This is an optimization exercise on Yosys and OpenROAD, whose aim is a short achievable clock period and few clock cycles, not a production implementation.
Only simulation tests tie the RTL to the original design; equivalence was not proved.
No driver is modelled on the clock port, so clocking that relies on it looks cheaper here than on a real chip.
No activity file was given, so power comes from the tool's default toggle rates.

--- design/flow/config.mk ---
export PLATFORM = sky130hd
export DESIGN_NAME = mips_pipe
export DESIGN_NICKNAME = mips_pipe
export VERILOG_FILES = /design/flow/design.v
export SDC_FILE = /design/flow/constraint.sdc
export NUM_CORES = 4
export LEC_CHECK = 0
export CAP_MARGIN = 20
export CORE_MARGIN = 2
export CORE_UTILIZATION = 40
export PLACE_DENSITY = 0.6
export SLEW_MARGIN = 20
--- design/flow/constraint.sdc ---
create_clock -name core_clock -period 10.0 [get_ports {clk}]
set_input_delay 2.0000 -clock core_clock [delete_from_list [all_inputs] [get_ports {clk}]]
set_output_delay 2.0000 -clock core_clock [all_outputs]
set_load 0.01 [all_outputs]
--- design/flow/design.v ---
module mips_pipe #(
    parameter [31:0] FETCH_END = 32'd4096,
    parameter [31:0] DMEM_SIZE = 32'd4096
) (
    input  wire        clk,
    input  wire        rst,
    output wire [31:0] imem_addr,
    input  wire [31:0] imem_rdata,
    output reg         dmem_re,
    output reg         dmem_we,
    output reg  [31:0] dmem_addr,
    output reg  [31:0] dmem_wdata,
    input  wire [31:0] dmem_rdata,
    output reg         halted,
    output reg  [2:0]  halt_cause,
    output reg  [31:0] halt_pc
);
    localparam [2:0] CAUSE_UNSUPPORTED = 3'd1, CAUSE_MEM_ACCESS = 3'd2,
                     CAUSE_FETCH_MISALIGNED = 3'd4;
    reg [31:0] pc_seq;
    reg [31:0] pc_tgt;
    reg        pc_sel;
    reg        pc_nsel;      
    wire [31:0] pc = pc_nsel ? pc_seq : pc_tgt;
    reg [32*32-1:0] rf;       
    reg [31:0] ras0, ras1, ras2, ras3;
    reg [1:0]  ras_sp;
    reg        ifid_v;
    reg [31:0] ifid_ir;
    reg [31:0] ifid_pc;
    reg [31:0] ifid_npc;
    reg [31:0] ifid_pred;     
    reg        ifid_ptk;      
    reg        idex_v;
    reg [31:0] idex_pc;
    reg [31:0] idex_npc;
    reg [31:0] idex_brtgt;
    reg [31:0] idex_pred;
    reg [31:0] idex_a;
    reg [31:0] idex_b;        
    reg [31:0] idex_sd;       
    reg [4:0]  idex_dest;
    reg [4:0]  idex_shamt;
    reg        idex_fa_alu, idex_fa_agu, idex_fa_cmp;
    reg        idex_fb_alu, idex_fb_cmp, idex_fs1;
    reg        idex_r_add, idex_r_sub, idex_r_and, idex_r_or, idex_r_nor, idex_r_slt,
               idex_r_sll, idex_r_srl, idex_r_sra, idex_r_link;
    reg        idex_ld, idex_st, idex_beq, idex_bne, idex_jr, idex_ill;
    reg        idex_ptaken;   
    reg        fault_q;
    reg        fq_ill;
    reg        fq_jr;
    reg [31:0] fq_pc;
    reg [31:0] fq_a;
    reg        exmem_v;       
    reg        exmem_ld;
    reg [31:0] exmem_result;
    reg [4:0]  exmem_dest;
    reg        memwb_v;
    reg        memwb_ld;
    reg [31:0] memwb_alu;
    reg [31:0] memwb_ldv;
    reg [4:0]  memwb_dest;
    wire [31:0] ex_a  = idex_fa_alu ? exmem_result : idex_a;
    wire [31:0] ex_b  = idex_fb_alu ? exmem_result : idex_b;
    wire [31:0] ag_a  = idex_fa_agu ? exmem_result : idex_a;
    wire [31:0] cm_a  = idex_fa_cmp ? exmem_result : idex_a;
    wire [31:0] cm_b  = idex_fb_cmp ? exmem_result : idex_b;
    wire [31:0] ex_sd = idex_fs1 ? exmem_result : idex_sd;
    wire [31:0] ex_sum, ex_diff;
    wire        ex_sum_co, ex_diff_co;
    mips_pipe_add32 u_add (.a(ex_a), .b(ex_b),  .cin(1'b0), .s(ex_sum),  .cout(ex_sum_co));
    mips_pipe_add32 u_sub (.a(ex_a), .b(~ex_b), .cin(1'b1), .s(ex_diff), .cout(ex_diff_co));
    wire        ex_lt   = (ex_a[31] != ex_b[31]) ? ex_a[31] : ex_diff[31];
    wire        ex_eq   = (cm_a == cm_b);
    wire [31:0] ag_sum;
    wire        ag_sum_co;
    mips_pipe_add32 u_addr (.a(ag_a), .b(idex_b), .cin(1'b0), .s(ag_sum), .cout(ag_sum_co));
    wire [31:0] ex_sll  = ex_b << idex_shamt;
    wire [31:0] ex_srl  = ex_b >> idex_shamt;
    wire [31:0] ex_sra  = $signed(ex_b) >>> idex_shamt;
    wire [31:0] ex_result =
        ({32{idex_r_add}}  & ex_sum) |
        ({32{idex_r_sub}}  & ex_diff) |
        ({32{idex_r_and}}  & (ex_a & ex_b)) |
        ({32{idex_r_or}}   & (ex_a | ex_b)) |
        ({32{idex_r_nor}}  & ~(ex_a | ex_b)) |
        ({32{idex_r_slt}}  & {31'd0, ex_lt}) |
        ({32{idex_r_sll}}  & ex_sll) |
        ({32{idex_r_srl}}  & ex_srl) |
        ({32{idex_r_sra}}  & ex_sra) |
        ({32{idex_r_link}} & idex_npc);
    wire        ag_s    = idex_b[31];
    wire [31:0] ag_lo;
    wire        ag_co;
    mips_pipe_add32 u_agu (.a({16'd0, ag_a[15:0]}), .b({16'd0, idex_b[15:0]}), .cin(1'b0),
                           .s(ag_lo), .cout(ag_co));
    wire        ag_c16  = ag_lo[16];
    wire        ah_zero = (ag_a[31:16] == 16'h0000);
    wire        ah_ones = (ag_a[31:16] == 16'hffff);
    wire        ah_one  = (ag_a[31:16] == 16'h0001);
    wire        ag_hi_ok = ag_s ? (ag_c16 ? ah_zero : ah_one) : (ag_c16 ? ah_ones : ah_zero);
    wire ex_afault = (ag_lo[1:0] != 2'b00) || (ag_lo[15:12] != 4'd0) || !ag_hi_ok;
    wire ex_br    = idex_beq || idex_bne;
    wire ex_taken = (idex_beq && ex_eq) || (idex_bne && !ex_eq);
    wire redirect = idex_v && ((ex_br && (ex_taken != idex_ptaken)) ||
                               (idex_jr && (cm_a != idex_pred)));
    wire [31:0] ex_target = idex_jr ? cm_a : ex_taken ? idex_brtgt : idex_npc;
    wire ex_fault_ill = idex_ill;
    wire ex_fault_mem = (idex_ld || idex_st) && ex_afault;
    wire fault = idex_v && (ex_fault_ill || ex_fault_mem ||
                            (idex_jr && (cm_a[1:0] != 2'b00)));
    wire [5:0]  id_opcode = ifid_ir[31:26];
    wire [4:0]  id_rs     = ifid_ir[25:21];
    wire [4:0]  id_rt     = ifid_ir[20:16];
    wire [4:0]  id_rd     = ifid_ir[15:11];
    wire [5:0]  id_funct  = ifid_ir[5:0];
    wire        id_rtype  = (id_opcode == 6'h00);
    wire d_sll  = id_rtype && id_funct == 6'h00;
    wire d_srl  = id_rtype && id_funct == 6'h02;
    wire d_sra  = id_rtype && id_funct == 6'h03;
    wire d_jr   = id_rtype && id_funct == 6'h08;
    wire d_add  = id_rtype && id_funct == 6'h20;
    wire d_sub  = id_rtype && id_funct == 6'h22;
    wire d_and  = id_rtype && id_funct == 6'h24;
    wire d_or   = id_rtype && id_funct == 6'h25;
    wire d_nor  = id_rtype && id_funct == 6'h27;
    wire d_slt  = id_rtype && id_funct == 6'h2A;
    wire d_j    = id_opcode == 6'h02;
    wire d_jal  = id_opcode == 6'h03;
    wire d_beq  = id_opcode == 6'h04;
    wire d_bne  = id_opcode == 6'h05;
    wire d_addi = id_opcode == 6'h08;
    wire d_slti = id_opcode == 6'h0A;
    wire d_andi = id_opcode == 6'h0C;
    wire d_ori  = id_opcode == 6'h0D;
    wire d_lw   = id_opcode == 6'h23;
    wire d_sw   = id_opcode == 6'h2B;
    wire d_alu3  = d_add | d_sub | d_and | d_or | d_nor | d_slt;
    wire d_shift = d_sll | d_srl | d_sra;
    wire d_immop = d_addi | d_slti | d_andi | d_ori | d_lw | d_sw;
    wire d_valid = d_alu3 | d_shift | d_jr | d_j | d_jal | d_beq | d_bne | d_immop;
    wire uses_rs = d_alu3 | d_jr | d_beq | d_bne | d_immop;
    wire uses_rt = d_alu3 | d_shift | d_beq | d_bne | d_sw;
    wire [4:0] id_dest = (d_alu3 | d_shift) ? id_rd :
                         (d_addi | d_slti | d_andi | d_ori | d_lw) ? id_rt :
                         d_jal ? 5'd31 : 5'd0;
    wire [31:0] id_sext  = {{16{ifid_ir[15]}}, ifid_ir[15:0]};
    wire [31:0] id_imm   = (d_andi | d_ori) ? {16'd0, ifid_ir[15:0]} : id_sext;
    wire [31:0] id_brtgt;
    wire        id_brtgt_co;
    mips_pipe_add32 u_idbt (.a(ifid_npc), .b({id_sext[29:0], 2'b00}), .cin(1'b0),
                            .s(id_brtgt), .cout(id_brtgt_co));
    wire idex_w = idex_v && idex_dest != 5'd0;
    wire [31:0] memwb_val = memwb_ld ? memwb_ldv : memwb_alu;
    wire [32*32-1:0] rf_rd = {rf[32*32-1:32], 32'd0};
    wire [31:0] rf_a = rf_rd[32*id_rs +: 32];
    wire [31:0] rf_b = rf_rd[32*id_rt +: 32];
    wire a_d1 = idex_w  && idex_dest  == id_rs;
    wire a_d2 = exmem_v && exmem_dest == id_rs;
    wire a_d3 = memwb_v && memwb_dest == id_rs;
    wire b_d1 = idex_w  && idex_dest  == id_rt;
    wire b_d2 = exmem_v && exmem_dest == id_rt;
    wire b_d3 = memwb_v && memwb_dest == id_rt;
    wire [31:0] mem_val = exmem_ld ? dmem_rdata : exmem_result;
    wire [31:0] id_a   = a_d2 ? mem_val : a_d3 ? memwb_val : rf_a;
    wire [31:0] id_rtv = b_d2 ? mem_val : b_d3 ? memwb_val : rf_b;
    wire hazard = ifid_v && idex_v && idex_ld && idex_dest != 5'd0 &&
                  ((uses_rs && idex_dest == id_rs) || (uses_rt && idex_dest == id_rt));
    wire issue = ifid_v && !redirect && !hazard;
    assign imem_addr = pc_sel ? pc_tgt : pc_seq;
    wire [31:0] pc_plus4 = pc + 32'd4;
    wire pc_in_range = (pc[31:12] == 20'd0);
    wire [31:0] w = imem_rdata;
    wire f_j   = (w[31:27] == 5'b00001);                        
    wire f_jr  = (w[31:26] == 6'h00) && (w[5:0] == 6'h08);
    wire f_eqf = (w[25:21] == w[20:16]);
    wire f_bt  = f_eqf ? !w[26] : (w[26] || w[15]);
    wire f_bb  = (w[31:27] == 5'b00010) && f_bt && f_short;
    wire [31:0] f_jtgt = {pc_plus4[31:28], w[25:0], 2'b00};
    wire        f_short = (w[15:7] == 9'h000) || (w[15:7] == 9'h1ff);
    wire [8:0]  fb_lo  = {1'b0, pc[9:2]} + {1'b0, w[7:0]} + 9'd1;
    wire [21:0] fb_hi0 = pc[31:10];
    wire [21:0] fb_hip = pc[31:10] + 22'd1;
    wire [21:0] fb_him = pc[31:10] - 22'd1;
    wire        fb_c   = fb_lo[8];
    wire [21:0] fb_hi  = (fb_c == w[7]) ? fb_hi0 : fb_c ? fb_hip : fb_him;
    wire [31:0] f_btgt = {fb_hi, fb_lo[7:0], 2'b00};
    wire [31:0] ras_top = (ras_sp == 2'd0) ? ras0 : (ras_sp == 2'd1) ? ras1 :
                          (ras_sp == 2'd2) ? ras2 : ras3;
    wire        f_take = f_j | f_jr | f_bb;
    wire [31:0] f_tgt  = f_j ? f_jtgt : f_jr ? ras_top : f_btgt;
    integer i;
    always @(posedge clk) begin
        if (rst) begin
            rf <= {32*32{1'b0}};
        end else begin
            for (i = 1; i < 32; i = i + 1)
                if (memwb_v && memwb_dest == i)
                    rf[32*i +: 32] <= memwb_val;
        end
    end
    always @(posedge clk) begin
        if (rst) begin
            fault_q    <= 1'b0;
            halted     <= 1'b0;
            halt_cause <= 3'd0;
            halt_pc    <= 32'd0;
        end else begin
            if (!fault_q)
                fault_q <= fault;
            if (fault_q && !halted) begin
                halted     <= 1'b1;
                halt_cause <= fq_ill ? CAUSE_UNSUPPORTED :
                              fq_jr  ? CAUSE_FETCH_MISALIGNED : CAUSE_MEM_ACCESS;
                halt_pc    <= fq_jr ? fq_a : fq_pc;
            end
        end
    end
    always @(posedge clk) begin
        if (!fault_q) begin
            fq_ill   <= idex_ill;
            fq_jr    <= idex_jr;
            fq_pc    <= idex_pc;
            fq_a     <= cm_a;
        end
    end
    always @(posedge clk) begin
        if (rst) begin
            pc_seq  <= 32'd0;
            pc_sel  <= 1'b0;
            pc_nsel <= 1'b1;
            ifid_v  <= 1'b0;
            idex_v  <= 1'b0;
            exmem_v <= 1'b0;
            memwb_v <= 1'b0;
            dmem_re <= 1'b0;
            dmem_we <= 1'b0;
            ras_sp  <= 2'd0;
        end else begin
            memwb_v <= exmem_v;
            exmem_v <= idex_v && idex_dest != 5'd0;
            dmem_re <= idex_v && idex_ld && !ex_afault && !fault_q;
            dmem_we <= idex_v && idex_st && !ex_afault && !fault_q;
            idex_v  <= issue;
            if (idex_v && idex_r_link)
                ras_sp <= ras_sp + 2'd1;
            else if (idex_v && idex_jr)
                ras_sp <= ras_sp - 2'd1;
            if (redirect) begin
                pc_seq  <= ex_target;
                pc_sel  <= 1'b0;
                pc_nsel <= 1'b1;
            end else if (!hazard && pc_in_range) begin
                pc_seq  <= pc_plus4;
                pc_sel  <= f_take;
                pc_nsel <= !f_take;
            end else begin
                pc_seq  <= pc;
                pc_sel  <= 1'b0;
                pc_nsel <= 1'b1;
            end
            ifid_v <= !redirect && (hazard || pc_in_range);
        end
    end
    always @(posedge clk) begin
        memwb_ld   <= exmem_ld;
        memwb_alu  <= exmem_result;
        memwb_ldv  <= dmem_rdata;
        memwb_dest <= exmem_dest;
        exmem_ld     <= idex_ld;
        exmem_result <= ex_result;
        exmem_dest   <= idex_dest;
        dmem_addr    <= ag_sum;
        dmem_wdata   <= ex_sd;
        idex_pc     <= ifid_pc;
        idex_npc    <= ifid_npc;
        idex_brtgt  <= id_brtgt;
        idex_pred   <= ifid_pred;
        idex_a      <= id_a;
        idex_b      <= d_immop ? id_imm : id_rtv;
        idex_sd     <= id_rtv;
        idex_dest   <= id_dest;
        idex_shamt  <= ifid_ir[10:6];
        idex_fa_alu <= a_d1 && (d_alu3 | d_addi | d_slti | d_andi | d_ori);
        idex_fa_agu <= a_d1 && (d_lw | d_sw);
        idex_fa_cmp <= a_d1 && (d_beq | d_bne | d_jr);
        idex_fb_alu <= b_d1 && (d_alu3 | d_shift);
        idex_fb_cmp <= b_d1 && (d_beq | d_bne);
        idex_fs1    <= b_d1 && d_sw;
        idex_r_add  <= d_add | d_addi;
        idex_r_sub  <= d_sub;
        idex_r_and  <= d_and | d_andi;
        idex_r_or   <= d_or | d_ori;
        idex_r_nor  <= d_nor;
        idex_r_slt  <= d_slt | d_slti;
        idex_r_sll  <= d_sll;
        idex_r_srl  <= d_srl;
        idex_r_sra  <= d_sra;
        idex_r_link <= d_jal;
        idex_ld     <= d_lw;
        idex_st     <= d_sw;
        idex_beq    <= d_beq;
        idex_bne    <= d_bne;
        idex_jr     <= d_jr;
        idex_ill    <= !d_valid;
        idex_ptaken <= ifid_ptk;
        pc_tgt <= f_tgt;
        if (idex_v && idex_r_link) begin
            if (ras_sp == 2'd3) ras0 <= idex_npc;
            if (ras_sp == 2'd0) ras1 <= idex_npc;
            if (ras_sp == 2'd1) ras2 <= idex_npc;
            if (ras_sp == 2'd2) ras3 <= idex_npc;
        end
        if (!hazard) begin
            ifid_ir   <= imem_rdata;
            ifid_pc   <= pc;
            ifid_npc  <= pc_plus4;
            ifid_pred <= ras_top;
            ifid_ptk  <= f_bb;
        end
    end
endmodule
module mips_pipe_add32 (
    input  wire [31:0] a,
    input  wire [31:0] b,
    input  wire        cin,
    output wire [31:0] s,
    output wire        cout
);
    wire [31:0] p0 = a ^ b;
    wire [31:0] g0 = (a & b) | {31'd0, p0[0] & cin};
    wire [31:0] gk [0:5];
    wire [31:0] pk [0:5];
    assign gk[0] = g0;
    assign pk[0] = p0;
    genvar k, i;
    generate
        for (k = 0; k < 5; k = k + 1) begin : lvl
            for (i = 0; i < 32; i = i + 1) begin : b
                if (i >= (1 << k)) begin : comb
                    assign gk[k+1][i] = gk[k][i] | (pk[k][i] & gk[k][i - (1 << k)]);
                    assign pk[k+1][i] = pk[k][i] & pk[k][i - (1 << k)];
                end else begin : thru
                    assign gk[k+1][i] = gk[k][i];
                    assign pk[k+1][i] = pk[k][i];
                end
            end
        end
    endgenerate
    assign s    = p0 ^ {gk[5][30:0], cin};
    assign cout = gk[5][31];
endmodule
--- design/flow/flow/run.sh ---
#!/bin/bash
# The standard layout (standard.sh) with these changes:
#  - synthesis maps adders to plain gates for ABC instead of full/half-adder cells
#    (ADDER_MAP_FILE empty); everything else, registers included, as standard;
#  - after CTS, fix.tcl sizes the port buffers and repeats the setup repair in steps, then upsizes cells on the worst paths (greedy.tcl).
set -euo pipefail
ARGS="ADDER_MAP_FILE= SETUP_SLACK_MARGIN=6.5"
bash standard.sh $ARGS cts > standard_cts.log 2>&1
RESULTS=$PWD/orfs/results/sky130hd/mips_pipe/base FIX_MARGINS="5.0 5.5 5.8 6.0 6.2 6.4 6.6" \
    openroad -no_init -exit flow/fix.tcl > fix.log 2>&1
bash standard.sh $ARGS finish > standard_finish.log 2>&1
--- design/flow/flow/fix.tcl ---
# Extra timing repair between ORFS's CTS and global routing. Reads ORFS's CTS
# result, sizes the port buffers, runs setup repair aimed at a tighter period
# in steps, legalizes, and writes the CTS result back for the rest of the flow.
set R $::env(RESULTS)
read_liberty $::env(FLOW_HOME)/platforms/sky130hd/lib/sky130_fd_sc_hd__tt_025C_1v80.lib
read_db $R/4_cts.odb
read_sdc $R/4_cts.sdc
source $::env(FLOW_HOME)/platforms/sky130hd/setRC.tcl
set_dont_use {sky130_fd_sc_hd__probe_p_8 sky130_fd_sc_hd__probec_p_8 sky130_fd_sc_hd__lpflow_*}
set_propagated_clock [all_clocks]
estimate_parasitics -placement
report_worst_slack

# port buffers: strong buffers, so that the ports' paths add little delay
foreach inst [get_cells output*] {
    set m [get_property [get_lib_cells -of_objects $inst] name]
    if {[string match "sky130_fd_sc_hd__*buf*" $m] || [string match "sky130_fd_sc_hd__dly*" $m]} {
        replace_cell $inst sky130_fd_sc_hd__buf_8
    }
}
foreach inst [get_cells input*] {
    set m [get_property [get_lib_cells -of_objects $inst] name]
    if {[string match "sky130_fd_sc_hd__*buf*" $m] || [string match "sky130_fd_sc_hd__dly*" $m]} {
        replace_cell $inst sky130_fd_sc_hd__buf_8
    }
}
estimate_parasitics -placement
report_worst_slack

foreach m $::env(FIX_MARGINS) {
    repair_timing -setup -setup_margin $m -repair_tns 100
    report_worst_slack
}
source [file dirname [info script]]/greedy.tcl
greedy_upsize 200 600
repair_timing -hold -hold_margin 0.05
detailed_placement
check_placement
estimate_parasitics -placement
report_worst_slack
report_checks -path_delay max -group_path_count 5 -format end
write_db $R/4_cts.odb
--- design/flow/flow/greedy.tcl ---
# Greedy upsizing: for the cells on the worst path, try each larger drive
# strength of the same cell and keep the one that most improves the worst slack.
proc wslack {} { return [sta::worst_slack -max] }
proc bigger_cells {master} {
    # sky130_fd_sc_hd__name_N -> list of larger-N variants in the library
    if {![regexp {^(sky130_fd_sc_hd__[a-z0-9]+)_([0-9]+)$} $master -> base n]} { return {} }
    set res {}
    foreach lc [get_lib_cells ${base}_*] {
        set nm [get_property $lc name]
        if {[regexp "^${base}_(\[0-9\]+)\$" $nm -> m] && $m > $n} { lappend res [list $m $nm] }
    }
    set res [lsort -integer -index 0 $res]
    set out {}
    foreach r $res { lappend out [lindex $r 1] }
    return $out
}
proc greedy_upsize {iters {budget 900}} {
    set t0 [clock seconds]
    set base [wslack]
    puts "greedy start wns $base"
    set tried [dict create]
    for {set it 0} {$it < $iters} {incr it} {
        set insts {}
        foreach path [find_timing_paths -path_delay max -group_path_count 1] {
            foreach pt [get_property $path points] {
                set pin [get_property $pt pin]
                if {[get_property $pin direction] ne "output"} { continue }
                set inst [get_cells -of_objects $pin]
                if {$inst eq ""} { continue }
                lappend insts [get_property $inst name]
            }
        }
        set improved 0
        foreach iname $insts {
                if {[dict exists $tried $iname]} { continue }
                set inst [get_cells $iname]
                set master [get_property [get_lib_cells -of_objects $inst] name]
                if {[string match "*dfxtp*" $master] || [string match "*clkbuf*" $master]} { dict set tried $iname 1; continue }
                set best $base; set bestc ""
                foreach c [bigger_cells $master] {
                    replace_cell $inst $c
                    estimate_parasitics -placement
                    set s [wslack]
                    if {$s > $best + 0.001} { set best $s; set bestc $c }
                }
                if {$bestc ne ""} {
                    replace_cell $inst $bestc
                    set base $best
                    set improved 1
                } else {
                    replace_cell $inst $master
                    dict set tried $iname 1
                }
                estimate_parasitics -placement
        }
        if {!$improved} { break }
        if {[clock seconds] - $t0 > $budget} { break }
    }
    puts "greedy end wns [wslack] after $it iterations"
}
--- design/flow/standard.sh ---
#!/bin/bash
# synth_recipe.tcl (not shown) runs the flow's synth.tcl, then flattens the netlist and writes it again
# the make line also repeats each setting of config.mk as NAME=value (left out here)
make -C /OpenROAD-flow-scripts/flow DESIGN_CONFIG=/design/flow/config.mk WORK_HOME=/design/flow/orfs CLKGATE_MAP_FILE= SYNTH_SCRIPT=/design/flow/synth_recipe.tcl "${@:-finish}"
==> results of run 1 <==
## routing by layer
layer  up-vias  share of wire
met1     39005           0.41
met4        14          0.050
li1      33027              -
met2      4555           0.42
met3       858           0.11
met5         -        0.00033
## Yosys cell counts, drive strengths merged (14+ instances only)
library cell | instances | area share
a22oi | 41 | 0.0033
a221o | 14 | 0.0015
mux4 | 616 | 0.15
o22ai | 25 | 0.0018
a21o | 32 | 0.0026
a221oi | 40 | 0.0038
o211ai | 29 | 0.0024
nand2 | 354 | 0.014
nand4 | 29 | 0.0020
or3 | 22 | 0.0015
nor3 | 57 | 0.0032
dfxtp | 1528 | 0.33
nor2b | 43 | 0.0029
buf | 144 | 0.0078
nand3 | 59 | 0.0033
maj3 | 58 | 0.0065
nor2 | 1508 | 0.062
xnor2 | 221 | 0.021
a21boi | 15 | 0.0012
a211oi | 1072 | 0.088
or2 | 25 | 0.0017
edfxtp | 321 | 0.10
o21ai | 281 | 0.016
a22o | 69 | 0.0066
clkbuf | 710 | 0.029
mux2i | 321 | 0.035
and2 | 30 | 0.0020
o31ai | 15 | 0.0018
nor4 | 38 | 0.0026
nand2b | 29 | 0.0020
mux2 | 306 | 0.037
a31oi | 29 | 0.0022
and3 | 17 | 0.0012
xor2 | 103 | 0.0098
a21oi | 293 | 0.016
inv | 98 | 0.0040
## cell families after synthesis
family | Yosys count | share of synthesized area
DFF | 1849 | 0.4371
muxes | 1243 | 0.2233
xor gates and xnor gates | 324 | 0.03084
and+or+nand+nor | 2237 | 0.1006
buffers and inverters | 955 | 0.04092
AOI/OAI and AO/OA | 2096 | 0.1606
adders and majority gates | 58 | 0.006485
## placed cells by master, fill, tap and decap left out, types with 71 or more instances in the layout
| master | count |
|---|---|
| dfxtp_1 | 1443 |
| nor2_1 | 1438 |
| a211oi_1 | 1045 |
| mux4_2 | 616 |
| nand2_1 | 326 |
| edfxtp_1 | 321 |
| buf_4 | 302 |
| a21oi_1 | 244 |
| mux2i_1 | 239 |
| mux2_2 | 236 |
| clkbuf_16 | 211 |
| buf_8 | 209 |
| xnor2_1 | 198 |
| o21ai_0 | 165 |
| buf_6 | 100 |
| xor2_1 | 99 |
| inv_1 | 90 |
| o21ai_1 | 71 |
## where the power goes
| part | total [mW] | internal (mW) | switching (mW) |
|---|---|---|---|
| clock network | 7.67 | 4.33 | 3.33 |
| registers | 7.87 | 7.71 | 0.169 |
| logic | 1.47 | 0.612 | 0.860 |
| total | 17.0 | 12.7 | 4.36 |
## worst max-delay path: stages (launching register included)
cell	delay, ns
dfxtp_4	0.42
buf_16	0.15
buf_12	0.14
mux2_4	0.34
buf_8	0.13
## timing repair
action / 4_1_cts / 5_1_grt
buffers inserted: 177 / 59
gates resized for setup: 1106 / 143
gates cloned: 52 / 8
setup endpoints to repair: 653 / 285
pin swaps: 131 / 65
## path summary, 6_finish.rpt
path | start | end | slack, ns | depth (start not counted)
worst max-delay path | pc_sel | imem_addr[12] | 5.93 | 4
worst min-delay path | ifid_pc[7] | idex_pc[7] | 0.34 | 0
worst max register to register | idex_fb_alu | exmem_result[28] | 6.03 | 18
worst min register to register | ifid_pc[7] | idex_pc[7] | 0.34 | 0
## per-stage QoR
step | hold WS, ns | cells
3_3_place_gp | 0.3237 | 11310
6_report | 0.3386 | 12067
5_1_grt | 0.3439 | 12056
3_5_place_dp | 0.3269 | 11316
4_1_cts | 0.3381 | 11911
2_1_floorplan | 0.3233 | 8762
## cell type report
cell class / instances / share of cell area
tap: 3026 / 0.03352
clock inverter: 87 / 0.01016
inverter: 101 / 0.003412
antenna: 14 / 0.0003101
sequential: 1849 / 0.3575
multi-input combinational: 5974 / 0.4599
clock buffer: 279 / 0.04984
timing repair buffer: 737 / 0.08539
==> results.yml, run 1 <==
run_status:
  run_status: "no timing/DRC/antenna violations"
global_route:
  grt-busiest-layer: "met2"
  grtUsageMet1: 0.4513
  met2_usage: 0.4690
  antenna_found_initial: 28
  grt_usage: 0.3230
  grt_pass1_wl_um: 551500
  grt_pass1_vias: 73710
  grt.met3_usage: 0.08181
  overflow: 0
  grt_max_degree: 228
route:
  viasPerCell: 6.419
  dr.pass1.iters: 9
  drt_iter0_drc: 10875
  postRouteAntennaNets: 0
  totalWireLength_um: 394500
  drc: 0
  vias: 77459
  wl_per_cell_um: 32.69
final_layout:
  top_register: "rf"
  seq_area_um2: 40380
  fin_util: 0.4923
  drive_above_1_share: 0.2919
  nFillCells: 20310
  fin_nets: 8925
  area_growth_syn_to_layout_pct: 22.75
  design_area_um2: 113000
  largest_register_ffs: 992
  multi_input_area_um2: 51950
setup_path:
  start_kind: "register"
  critical_path_required_ns: 8.00
  cp_data_arrival_time_ns: 2.07
  path_class: "reg -> out"
  cp-end-kind: "output port"
  cp_max_fo: 7
cts:
  htreeDepth: 4
  clock_path_buffers: 3
  clk_latency_ns: 0.90
  cts_sinks: 1849
  clk_pin_slew_ns: 0.06
  tritoncts: "built"
  ctsHoldBuffers: 0
  cts_root_buf: "clkbuf_16"
  cts_made_buffers: 196
timing:
  timing.fmax_mhz: 245.7
  tightest_slew_ns: 1.431
  min_period_over_period: 0.4070
  fin_ws_ns: 5.930
  max_slew_margin: 0.04488
  grt_setup_unrepaired: "true"
  maxSlewViolCount: 0
  hold_violations: 0
  period_needed_ns: 4.070
  fin_tns_setup_ns: 0
  setup_viol: 0
  fin_worst_skew_ns: 0.09028
pwr:
  power_mw: 17.01
  p_per_area_nw_per_um2: 150.6
  p_leak_nw: 38.94
  max-vdd-ir-drop_uv: 156.8
place:
  pre_cts_slack_ns: 3.799
  dpl.hpwl_um: 245600
  gp_congestion: 1.001
  post_dp_cell_area_um2: 96830
  io_buffers: 199
floorplanning:
  boundaryPins: 200
  start_util: 0.4011
  rows: 176
  die_h_um: 483.7
  core_um2: 229500
  die_w_um: 483.7
  dieArea_um2: 233900
hold_path:
  hold_class: "reg -> reg"
synthesis:
  seq_area_frac_synth: 0.4371
  async_flop_share: 0
  synth_top_flop_cell: "dfxtp_1"
  yosysWarnings: 2
  ys_seq_elements: 1849
  syn-mean-instance-area_um2: 10.50
  postSynthCellCount: 8762
  synth_edf_count: 321
  yosysUniqueCellTypes: 107
  syn_area_um2: 92030
flow_run:
  drv_cap: 0
Testbench counts, summed over its fixed seeds: cycles 67,136.
==> run 2: changes to the inputs <==
--- a/design/flow/design.v
+++ b/design/flow/design.v
@@ -73,9 +73,6 @@
     mips_pipe_add32 u_sub (.a(ex_a), .b(~ex_b), .cin(1'b1), .s(ex_diff), .cout(ex_diff_co));
     wire        ex_lt   = (ex_a[31] != ex_b[31]) ? ex_a[31] : ex_diff[31];
     wire        ex_eq   = (cm_a == cm_b);
-    wire [31:0] ag_sum;
-    wire        ag_sum_co;
-    mips_pipe_add32 u_addr (.a(ag_a), .b(idex_b), .cin(1'b0), .s(ag_sum), .cout(ag_sum_co));
     wire [31:0] ex_sll  = ex_b << idex_shamt;
     wire [31:0] ex_srl  = ex_b >> idex_shamt;
     wire [31:0] ex_sra  = $signed(ex_b) >>> idex_shamt;
@@ -271,7 +268,7 @@
         exmem_ld     <= idex_ld;
         exmem_result <= ex_result;
         exmem_dest   <= idex_dest;
-        dmem_addr    <= ag_sum;
+        dmem_addr    <= {20'd0, ag_lo[11:2], 2'b00};
         dmem_wdata   <= ex_sd;
         idex_pc     <= ifid_pc;
         idex_npc    <= ifid_npc;
--- a/design/flow/config.mk
+++ b/design/flow/config.mk
@@ -7,6 +7,6 @@
 export LEC_CHECK = 0
 export CAP_MARGIN = 20
 export CORE_MARGIN = 2
-export CORE_UTILIZATION = 40
-export PLACE_DENSITY = 0.6
+export CORE_UTILIZATION = 55
+export PLACE_DENSITY = 0.75
 export SLEW_MARGIN = 20
==> results.yml, run 2 <==
run_status:
  run_status: "finished with violations"
  violations: "antenna rules"
final_layout:
  area_growth_syn_to_layout_pct: 20.63
  stdcell_count: 11014
  drive_above_1_share: 0.2838
  top_register: "rf"
  final_common_cell: "dfxtp_1"
  largest_register_ffs: 992
  final_cell_mix: "1453 x dfxtp_1, 1387 x nor2_1, 1054 x a211oi_1"
  fin_nets: 8723
  nFillCells: 11610
timing:
  hold_violations: 0
  period_needed_ns: 4.166
  min_period_over_period: 0.4166
  maxSlewViolCount: 0
  max_slew_margin: 0.1707
  tightest_slew_ns: 1.241
  fin_ws_ns: 5.834
  fin_worst_skew_ns: 0.05470
  grt_setup_unrepaired: "true"
  fin_tns_setup_ns: 0
  setup_viol: 0
  timing.fmax_mhz: 240.0
route:
  viasPerCell: 7.125
  wl_per_cell_um: 32.36
  drc: 0
  totalWireLength_um: 356400
  drt_iter0_drc: 12262
  postRouteAntennaNets: 1
  dr.pass1.iters: 9
  vias: 78474
cts:
  tritoncts: "built"
  cts_made_buffers: 185
  htreeDepth: 4
  cts_root_buf: "clkbuf_16"
  clock_path_buffers: 3
  ctsHoldBuffers: 0
  clk_latency_ns: 0.86
  cts_sinks: 1827
  clk_pin_slew_ns: 0.07
place:
  gp_congestion: 1.049
  dpl.hpwl_um: 209900
  io_buffers: 177
  placedCellCount: 10283
  pre_cts_slack_ns: 4.279
setup_path:
  cp_data_arrival_time_ns: 4.94
  cp_max_fo: 4
  critical_path_required_ns: 10.77
  start_kind: "input port"
  cp-end-kind: "register"
  path_class: "in -> reg"
global_route:
  grt_max_degree: 200
  overflow: 0
  grt_pass1_vias: 75193
  antenna_found_initial: 22
  grt_pass1_wl_um: 511800
  grt_usage: 0.4104
flow_run:
  drv_cap: 0
synthesis:
  syn_area_um2: 90920
  yosysUniqueCellTypes: 93
  postSynthCellCount: 8619
  synth.most_common_cell: "dfxtp_1"
  yosysTopAreaCell: "dfxtp_1"
  synth.area.top_cells: "dfxtp_1 33%, mux4_2 15%, edfxtp_1 11%, a211oi_1 8.9%, nor2_1 6.1%"
  synth_top_flop_cell: "dfxtp_1"
  seq_area_frac_synth: 0.4376
  ys_top_cells_by_count: "1506 x dfxtp_1, 1468 x nor2_1, 1078 x a211oi_1"
  async_flop_share: 0
  synth_top_area_frac: 0.3316
  ys_seq_elements: 1827
  syn-mean-instance-area_um2: 10.55
  synth_edf_count: 321
  yosysWarnings: 2
floorplanning:
  die_w_um: 410.6
  dieArea_um2: 168600
  start_util: 0.5523
  die_h_um: 410.6
  rows: 149
  boundaryPins: 200
  core_um2: 164600
pwr:
  p_per_area_nw_per_um2: 149.3
  p_leak_nw: 38.05
  max-vdd-ir-drop_uv: 171.6
hold_path:
  hold_class: "reg -> reg"
==> run 2: final timing paths <==
kind,from,to,slack (ns),cells past startpoint
max,imem_rdata[0],pc_tgt[29],5.83,13
min,ifid_pred[23],idex_pred[23],0.32,0
max reg2reg,pc_nsel,pc_tgt[29],5.88,14
min reg2reg,ifid_pred[23],idex_pred[23],0.32,0
==> run 2: kinds of logic (layout without fill, tap and decap cells) <==
group | count (synthesis) | after routing | synth area share
compound gates | 2042 | 2042 | 0.1576
xor+xnor | 302 | 302 | 0.02909
fa+ha+maj | 51 | 51 | 0.005711
buf+inv | 952 | 1118 | 0.04163
flops | 1827 | 1827 | 0.4376
mux | 1257 | 1265 | 0.2283
other cells | 1 | 32 | 0.00004124
simple gates | 2187 | 2188 | 0.1000
==> run 2: final cells by class <==
type,instances,area (um2),area share
inverter,76,299.0,0.002726
timing repair buffer,697,9128,0.08322
clock inverter,83,934.6,0.008521
sequential,1827,39880,0.3636
clock buffer,262,5301,0.04833
tap,2189,2739,0.02497
antenna,10,25.02,0.0002281
multi-input combinational,5870,51380,0.4684
==> run 2: repair_timing <==
action                                  4_1_cts  5_1_grt
gates cloned                                 40        3
endpoints found under the setup margin      460      318
pin swaps                                   123       91
gates resized for setup                     852      160
buffers inserted                            184       64
==> run 2: metrics by stage <==
stage / total power [mW] / cell area [um2] / hold slack [ns] / util
2_1_floorplan: 8.589 / 91530 / 0.3233 / -
3_3_place_gp: 8.976 / 94400 / 0.3241 / 0.5735
3_5_place_dp: 8.988 / 94490 / 0.3269 / 0.5740
4_1_cts: 16.12 / 105600 / 0.3252 / 0.6414
5_1_grt: 16.72 / 109700 / 0.3368 / 0.6662
6_report: 16.38 / 109700 / 0.3223 / 0.6663
==> run 2: where the power goes <==
part           internal, mW  leakage [nW]  total (mW)  switching [mW]
clock network          4.02          3.06        7.17            3.16
logic                 0.604          19.4        1.45           0.847
registers              7.61          15.6        7.76           0.145
==> run 2: layer usage <==
layer  global-route usage  wire length, um  vias to the layer above
li1                     -                -                    32385
met1               0.5275           126100                    38080
met2               0.5980           152300                     6347
met3               0.1216            48900                     1650
met4               0.2795            29010                       12
met5                    0               76                        -
==> run 2: critical path, cell delays in order <==
cell	delay (ns)
buf_8	0.09
o31ai_4	0.06
a31o_2	0.27
maj3_2	0.35
o21a_4	0.24
maj3_2	0.38
or3_4	0.40
o32ai_2	0.12
nand2_2	0.13
nor4_1	0.34
nor3_1	0.12
mux2_4	0.29
a211oi_2	0.13
Testbench counts of run 2, summed over its fixed seeds: cycles 67,136.
==> run 3: changes to the inputs <==
--- a/design/flow/design.v
+++ b/design/flow/design.v
@@ -165,7 +165,7 @@
     wire hazard = ifid_v && idex_v && idex_ld && idex_dest != 5'd0 &&
                   ((uses_rs && idex_dest == id_rs) || (uses_rt && idex_dest == id_rt));
     wire issue = ifid_v && !redirect && !hazard;
-    assign imem_addr = pc_sel ? pc_tgt : pc_seq;
+    assign imem_addr = {pc[31:16], pc_sel ? pc_tgt[15:0] : pc_seq[15:0]};
     wire [31:0] pc_plus4 = pc + 32'd4;
     wire pc_in_range = (pc[31:12] == 20'd0);
     wire [31:0] w = imem_rdata;
@@ -173,16 +173,12 @@
     wire f_jr  = (w[31:26] == 6'h00) && (w[5:0] == 6'h08);
     wire f_eqf = (w[25:21] == w[20:16]);
     wire f_bt  = f_eqf ? !w[26] : (w[26] || w[15]);
-    wire f_bb  = (w[31:27] == 5'b00010) && f_bt && f_short;
+    wire f_bb  = (w[31:27] == 5'b00010) && f_bt && f_short && fb_in;
     wire [31:0] f_jtgt = {pc_plus4[31:28], w[25:0], 2'b00};
     wire        f_short = (w[15:7] == 9'h000) || (w[15:7] == 9'h1ff);
     wire [8:0]  fb_lo  = {1'b0, pc[9:2]} + {1'b0, w[7:0]} + 9'd1;
-    wire [21:0] fb_hi0 = pc[31:10];
-    wire [21:0] fb_hip = pc[31:10] + 22'd1;
-    wire [21:0] fb_him = pc[31:10] - 22'd1;
-    wire        fb_c   = fb_lo[8];
-    wire [21:0] fb_hi  = (fb_c == w[7]) ? fb_hi0 : fb_c ? fb_hip : fb_him;
-    wire [31:0] f_btgt = {fb_hi, fb_lo[7:0], 2'b00};
+    wire        fb_in  = (fb_lo[8] == w[7]);
+    wire [31:0] f_btgt = {pc[31:10], fb_lo[7:0], 2'b00};
     wire [31:0] ras_top = (ras_sp == 2'd0) ? ras0 : (ras_sp == 2'd1) ? ras1 :
                           (ras_sp == 2'd2) ? ras2 : ras3;
     wire        f_take = f_j | f_jr | f_bb;
==> results.yml, run 3 <==
synthesis:
  synth.most_common_cell: "dfxtp_1"
  syn-mean-instance-area_um2: 10.55
  postSynthCellCount: 8566
  synth_edf_count: 321
  yosysUniqueCellTypes: 89
  synth.area.top_cells: "dfxtp_1 33%, mux4_2 16%, edfxtp_1 11%, a211oi_1 8.8%, nor2_1 6.0%"
  ys_top_cells_by_count: "1506 x dfxtp_1, 1439 x nor2_1, 1065 x a211oi_1"
  async_flop_share: 0
  yosysWarnings: 2
  synth_top_area_frac: 0.3337
  yosysTopAreaCell: "dfxtp_1"
  syn_area_um2: 90360
  synth_top_flop_cell: "dfxtp_1"
  seq_area_frac_synth: 0.4403
  ys_seq_elements: 1827
setup_path:
  critical_path_required_ns: 10.77
  r2r_cells: 15
  r2r_slack_ns: 5.77
  cp_max_fo: 13
  path_class: "reg -> reg"
  r2r_start: "pc_nsel"
  start_kind: "register"
  cp-end-kind: "register"
  cp_data_arrival_time_ns: 5.00
  crit_path_frequent_cell: "nand2_1"
  cp_cell_sequence: "buf_4, mux2i_1, a211o_1, a21oi_4, nand2_2, and4b_1, and2_1, nand4_1, nor2_2, nand2_1, nor2_2, and3_1, o21ai_0, nand2_1, nand2_1"
  reg2reg_to: "pc_tgt[31]"
  slowest_stage: "dfxtp_4"
  max_stage_delay_ns: 0.46
timing:
  max_slew_margin: 0.1723
  min_period_over_period: 0.4231
  whs_ns: 0.3340
  setup_viol: 0
  grt_setup_unrepaired: "true"
  fin_ws_ns: 5.769
  maxSlewViolCount: 0
  timing.fmax_mhz: 236.3
  fin_tns_setup_ns: 0
  hold_violations: 0
  tightest_slew_ns: 1.237
  fin_worst_skew_ns: 0.06286
  period_needed_ns: 4.231
place:
  post_dp_cell_area_um2: 93600
  dpl.hpwl_um: 223800
  gp_congestion: 1.057
  pre_cts_slack_ns: 4.300
  placedCellCount: 10200
  io_buffers: 177
flow_run:
  drv_cap: 0
cts:
  cts_made_buffers: 186
  clk_latency_ns: 0.88
  htreeDepth: 4
  clk_pin_slew_ns: 0.07
  clock_path_buffers: 3
  tritoncts: "built"
  ctsHoldBuffers: 0
  cts_root_buf: "clkbuf_16"
  cts_sinks: 1827
global_route:
  grt_usage: 0.4261
  antenna_found_initial: 35
  grt_pass1_vias: 74736
  overflow: 0
  grt_max_degree: 243
  grt_pass1_wl_um: 524300
final_layout:
  final_common_cell: "dfxtp_1"
  area_growth_syn_to_layout_pct: 20.46
  drive_above_1_share: 0.2834
  stdcell_count: 10947
  nFillCells: 11674
  design_area_um2: 108800
  final_cell_mix: "1457 x dfxtp_1, 1378 x nor2_1, 1028 x a211oi_1"
  fin_util: 0.6680
  largest_register_ffs: 992
  fin_nets: 8676
  top_register: "rf"
pwr:
  p_per_area_nw_per_um2: 150.5
  max-vdd-ir-drop_uv: 201.9
  power_mw: 16.38
  p_leak_nw: 37.67
floorplanning:
  boundaryPins: 200
  die_h_um: 409.3
  die_w_um: 409.3
  dieArea_um2: 167500
  rows: 148
  start_util: 0.5545
  core_um2: 163000
run_status:
  run_status: "no timing/DRC/antenna violations"
route:
  wl_per_cell_um: 34.14
  drc: 0
  route.met3.wl_um: 54720
  vias: 78195
  wl_met1_um: 134800
  wl_met2_um: 156800
  totalWireLength_um: 373700
  dr.pass1.iters: 7
  viasPerCell: 7.143
  routed.top_layer: "met5"
  drt_iter0_drc: 12849
  postRouteAntennaNets: 0
hold_path:
  whs_endpoint: "idex_pc[31]"
  worstHoldPathCells: 0
  hold_class: "reg -> reg"
  min_from: "ifid_pc[31]"
==> run 3: kinds of logic after synthesis <==
kind of cell | Yosys count | share of synthesized area
simple gates | 2142 | 0.09742
compound gates | 2040 | 0.1589
flops | 1827 | 0.4403
mux | 1225 | 0.2259
buf+inv | 988 | 0.04333
xor+xnor | 290 | 0.02811
fa+ha+maj | 53 | 0.005940
other cells | 1 | 0.00004150
==> run 3: worst max-delay path: cells and delay by family (launching register included) <==
family | cells | cell delay, ns
flip-flops | 1 | 0.46
multiplexers | 1 | 0.24
buffers and inverters | 1 | 0.29
AND/OR/NAND/NOR | 10 | 2.19
AO/OA/AOI/OAI | 3 | 0.93
==> run 3: area by class of cell <==
class,count,area (um2),area share
tap,2175,2721,0.02500
antenna,8,20.02,0.0001839
multi-input combinational,5776,50340,0.4625
inverter,102,401.6,0.003690
timing repair buffer,717,9005,0.08273
clock inverter,73,952.2,0.008748
clock buffer,269,5525,0.05076
sequential,1827,39880,0.3664
==> run 3: how the worst max path moves through the flow <==
stage | slack (ns) | from | endpoint
2_1_floorplan | 2.79 | ifid_ir[29] | pc_seq[6]
3_3_place_gp | 4.36 | imem_rdata[27] | pc_tgt[9]
3_5_place_dp | 4.30 | imem_rdata[31] | pc_tgt[9]
4_1_cts | 5.89 | pc_nsel | imem_addr[27]
5_1_grt | 5.80 | pc_nsel | imem_addr[31]
6_report | 5.77 | pc_nsel | pc_tgt[31]
==> run 3: power breakdown <==
part	total (mW)	internal, mW	switching [mW]
Sequential	7.67	7.56	0.113
Combinational	1.30	0.513	0.785
Clock	7.41	4.23	3.18
==> run 3: timing repair <==
item,in CTS,in global routing
gates resized for setup,808,113
pin swaps,103,66
cloned,28,7
buffers inserted,171,58
endpoints found under the hold margin,0,0
setup endpoints to repair,704,411
==> run 3: routing by layer <==
metal | track usage | vias up
li1 | - | 32084
met1 | 0.5551 | 38238
met2 | 0.6085 | 6291
met3 | 0.1539 | 1544
met4 | 0.2496 | 38
met5 | 0.008046 | -
Testbench counts of run 3, summed over its fixed seeds: cycles 67,224.

[port drivers added, routing unchanged]
The flow's constraints put no driver on any port. The routed layouts listed below were extracted and timed again, unchanged, in two steps. Step 1 (the two cells are an assumption about what drives the block):
set clk [get_ports {clk}]
set_driving_cell -lib_cell sky130_fd_sc_hd__clkbuf_16 $clk
set_driving_cell -lib_cell sky130_fd_sc_hd__buf_2 [delete_from_list [all_inputs] $clk]
Step 2 adds t to the input delays and takes it off the output delays; t is the mean of the earliest and latest rising clock arrival at the registers after step 1. Input paths then give back, and output paths get back, about the clock's delay inside the block. Three values: no drivers, after step 1, after step 2; two values: the first two.
run	t, ns	setup slack, ns	latest minus earliest clock arrival (ns)	worst register clock-pin slew, ns
run 1	0.963	5.930 / 5.825 / 5.340	0.092 / 0.092	0.07 / 0.07
run 2	0.939	5.834 / 5.795 / 4.933	0.073 / 0.073	0.09 / 0.09
run 3	0.945	5.769 / 5.698 / 5.030	0.063 / 0.064	0.07 / 0.07
The setup slack of run 2, which loses most, moves by -0.039 ns with the drivers and by -0.901 ns with both steps.
